From an optimization exercise on the open Yosys and OpenROAD flow, aimed at small area; shortcuts taken in it are not production practice.
Where RTL was checked, it was by simulation tests only, not by an equivalence proof against the original.
Power and IR drop assume default switching activity.

== the previous run ==
## sd_core
module sd_core (
    input  wire        clk,
    input  wire        rst_n,
    input  wire [4:0]  h_idx,
    input  wire        h_we,
    input  wire        h_re,
    input  wire [31:0] h_wdata,
    output wire [31:0] h_rdata,
    input  wire        scl_i,
    input  wire        sda_i,
    output wire        scl_oe,
    output wire        sda_oe,
    output wire [7:0]  duty_x,
    output wire [7:0]  duty_y,
    output wire [7:0]  duty_z
);
==> flow/config.mk <==
export PLATFORM = sky130hd
export DESIGN_NAME = sd_core
export DESIGN_NICKNAME = sd_core
export VERILOG_FILES = /design/flow/design.v
export SDC_FILE = /design/flow/constraint.sdc
export NUM_CORES = 4
export LEC_CHECK = 0
export CAP_MARGIN = 20
export CORE_MARGIN = 2
export CORE_UTILIZATION = 65
export CTS_BUF_LIST = sky130_fd_sc_hd__clkbuf_8
export CTS_CLUSTER_DIAMETER = 60
export CTS_CLUSTER_SIZE = 15
export SLEW_MARGIN = 20
==> flow/constraint.sdc <==
create_clock -name core_clock -period 10.0 [get_ports {clk}]
set_input_delay 2.0000 -clock core_clock [delete_from_list [all_inputs] [get_ports {clk}]]
set_output_delay 2.0000 -clock core_clock [all_outputs]
set_load 0.01 [all_outputs]
standard.sh (not shown) runs the stock make flow with config.mk's settings and CLKGATE_MAP_FILE= SYNTH_SCRIPT=/design/flow/synth_recipe.tcl, a recipe that flattens the netlist after the stock synthesis.
==> flow/flow/run.sh <==
#!/bin/bash
set -euo pipefail
HERE=$(pwd)
R=$HERE/orfs/results/$FLOW_PLATFORM/sd_core/base
L=$HERE/orfs/logs/$FLOW_PLATFORM/sd_core/base
LIB=$FLOW_HOME/platforms/$FLOW_PLATFORM/lib/sky130_fd_sc_hd__tt_025C_1v80.lib
YOSYS=$(command -v yosys || echo "$FLOW_HOME/../tools/install/yosys/bin/yosys")

export BUFFER_PORTS_ARGS="-buffer_cell sky130_fd_sc_hd__buf_1"

bash standard.sh synth > make_synth.log 2>&1

cp "$R/1_2_yosys.v" std_1_2_yosys.v
DONT_USE=$(grep -o -- "-dont_use [^ ]*" "$L/1_2_yosys.log" | sort -u | tr '\n' ' ')
sed -e "s#@LIB@#$LIB#g" -e "s#@DONT_USE@#$DONT_USE#g" flow/remap.ys > remap.ys
sed -e "s#@LIB@#$LIB#g" flow/equiv.ys > equiv.ys

use_remap=0
if "$YOSYS" -s remap.ys > yosys_remap.log 2>&1 \
   && "$YOSYS" -s equiv.ys > yosys_equiv.log 2>&1; then
    n_std=$(grep -cE "^ *sky130_fd_sc_hd__e?dfxtp_[0-9]+ " std_1_2_yosys.v || true)
    n_new=$(grep -cE "^ *sky130_fd_sc_hd__e?dfxtp_[0-9]+ " remap_1_2_yosys.v || true)
    if [[ "$n_std" == "$n_new" ]] && ! grep -q "assign" remap_1_2_yosys.v; then
        use_remap=1
    fi
fi
echo "use_remap=$use_remap" > remap_status.txt
if [[ $use_remap == 1 ]]; then
    cp remap_1_2_yosys.v "$R/1_2_yosys.v"
    touch "$R/1_2_yosys.v"
fi

bash standard.sh finish > make_finish.log 2>&1
==> flow/flow/area.abc <==
strash
dc2
resub -K 8
rewrite
resub -K 8 -N 2
refactor
dc2
&get -n
&dch -f
&nf -R 1000
&put
==> flow/flow/equiv.ys <==
# Prove the re-mapped netlist equivalent to the standard synthesis netlist.
read_liberty -ignore_miss_func @LIB@
read_verilog std_1_2_yosys.v
rename sd_core gold
read_verilog remap_1_2_yosys.v
rename sd_core gate
flatten gold gate
opt_clean
equiv_make gold gate eq
hierarchy -top eq
equiv_simple -seq 3
equiv_induct
equiv_status -assert
==> flow/flow/remap.ys <==
# Re-map the combinational logic of the standard synthesis netlist; registers stay.
read_liberty -ignore_miss_func @LIB@
setattr -mod -set keep_hierarchy 1 sky130_fd_sc_hd__dfxtp_1 sky130_fd_sc_hd__edfxtp_1
read_verilog std_1_2_yosys.v
hierarchy -top sd_core
flatten sd_core
rename -hide sd_core/w:*.*
opt -purge sd_core
abc -liberty @LIB@ @DONT_USE@ -script flow/area.abc sd_core
opt_clean -purge sd_core
setundef -zero sd_core
splitnets sd_core
opt_clean -purge sd_core
hilomap -singleton -hicell sky130_fd_sc_hd__conb_1 HI -locell sky130_fd_sc_hd__conb_1 LO sd_core
insbuf -buf sky130_fd_sc_hd__buf_4 A X sd_core
opt_clean -purge sd_core
select sd_core
write_verilog -noattr -nohex -nodec -selected remap_1_2_yosys.v
Input-level comparison between the current run and the previous run:
-- flow/design.v --
<<< the previous run, line 14
    input  wire       txak,       
    output wire       stall,      
    output reg  [7:0] rsh,        
    input  wire       scl_i,
    input  wire       sda_i,
>>> the current run, line 14
    input  wire       txak,       
    output wire       stall,      
    output wire       sample,     
    input  wire       scl_i,
    input  wire       sda_i,
<<< the previous run, line 38
        endcase
    end
    always @(posedge clk) begin
        if (f_byte && k == 4'd7 && scl_i && (!b[3] || !mode))
            rsh <= {rsh[6:0], sda_i};
    end
    always @(posedge clk) begin
        if (!rst_n) begin
>>> the current run, line 38
        endcase
    end
    assign sample = f_byte & (k == 4'd7) & scl_i;
    always @(posedge clk) begin
        if (!rst_n) begin
<<< the previous run, line 225
    wire last_read  = (cntf == 3'd0) | (idx1 == cntf);
    wire rd_final   = (op == OPC_RDBYTE) ? fin : last_read;
    wire [7:0] tx_reg = {sb[7:6], sb[5] | icfg, sb[4:3], sb[2] & ~icfg, sb[1] | icfg, sb[0] & ~icfg};
    reg  [7:0] tx;
    always @(*) begin
>>> the current run, line 222
    wire last_read  = (cntf == 3'd0) | (idx1 == cntf);
    wire rd_final   = (op == OPC_RDBYTE) ? fin : last_read;
    wire [7:0] tx_reg = {sb[7:6], sb[5] | icfg, sb[4] & ~icfg, sb[3:0]};
    reg  [7:0] tx;
    always @(*) begin
<<< the previous run, line 236
    end
    wire       stall;
    wire [7:0] rsh;
    sd_i2c_engine u_engine (
        .clk      (clk),
>>> the current run, line 233
    end
    wire       stall;
    wire       sample;
    reg        ackb;        
    sd_i2c_engine u_engine (
        .clk      (clk),
<<< the previous run, line 252
        .txak     (txak),
        .stall    (stall),
        .rsh      (rsh),
        .scl_i    (scl_i),
        .sda_i    (sda_i),
>>> the current run, line 250
        .txak     (txak),
        .stall    (stall),
        .sample   (sample),
        .scl_i    (scl_i),
        .sda_i    (sda_i),
<<< the previous run, line 306
            if (d_stop) c <= 8'd191;    
            if (tcf && st_read && !rd_final && op != OPC_RDBYTE) sc[2:0] <= idx1;
        end
    end
>>> the current run, line 304
            if (d_stop) c <= 8'd191;    
            if (tcf && st_read && !rd_final && op != OPC_RDBYTE) sc[2:0] <= idx1;
            if (sample && st_read && c[7:4] != 4'd8) sb <= {sb[6:0], sda_i};
            if (sample && !st_read && c[7:4] == 4'd8) ackb <= sda_i;
        end
    end
<<< the previous run, line 364
            end
            if (d_byte) begin
                if (st_read) dr   <= rsh;
                else         rxak <= rsh[0];
            end
            if (tcf) begin
>>> the current run, line 364
            end
            if (d_byte) begin
                if (st_read) dr   <= sb;
                else         rxak <= ackb;
            end
            if (tcf) begin
==> comparison <==
Compared with the previous run, the current run shows a lower critical path depth. Clock transition at the registers of the reported paths essentially unchanged between the current run and the previous run. From the previous run to the current run the numbers moved as follows: power went down, sequential cell area lower, global-route usage over all layers went down, global-route met3 utilization dropped 0.29 points. Compared with the previous run, the current run shows a lower fraction of final layout cells with drive strength greater than 1. Going from the previous run to the current run, cell count shrinks by 32. Flip-flop and latch count, the current run and the previous run, higher one = the previous run. Looking at total buffers and inverters traversed by the critical path across the current run and the previous run, the one that comes out lower is the current run. The run showing the smaller area of all placed cells without fillers is the current run. Minimum setup slack in the final design, the current run and the previous run, lower one = the current run. Summary: with the previous run as the reference, total wire length after detailed routing in the current run moved down slightly.
No functional check of the RTL was part of the previous run.

-- afterwards: timing with drivers on the ports --
How much do the figures lean on ideal ports? The routed layouts below were timed once more, with nothing changed but the port constraints.
Step 1, drivers: a clkbuf_16 drives clk and a buf_2 each remaining input, both assumed.
Step 2 adds t to the input delays and takes it off the output delays; t is the mean of the earliest and latest rising clock arrival at the registers after step 1. Input paths then give back, and output paths get back, about the clock's delay inside the block.
Slacks: no drivers / after step 1 / after step 2; pairs: no drivers / after step 1.
run | t, ns | setup WS [ns] | latest minus earliest clock arrival (ns) | cell pins on the clock port's net
the previous run | 0.578 | 5.663 / 5.666 / 5.088 | 0.037 / 0.036 | 1
the current run | 0.561 | 5.297 / 5.315 / 4.754 | 0.024 / 0.024 | 1
After both steps setup and hold are still met in every run listed. The setup slack of the previous run, which loses most, moves by +0.003 ns with the drivers and by -0.575 ns with both steps.
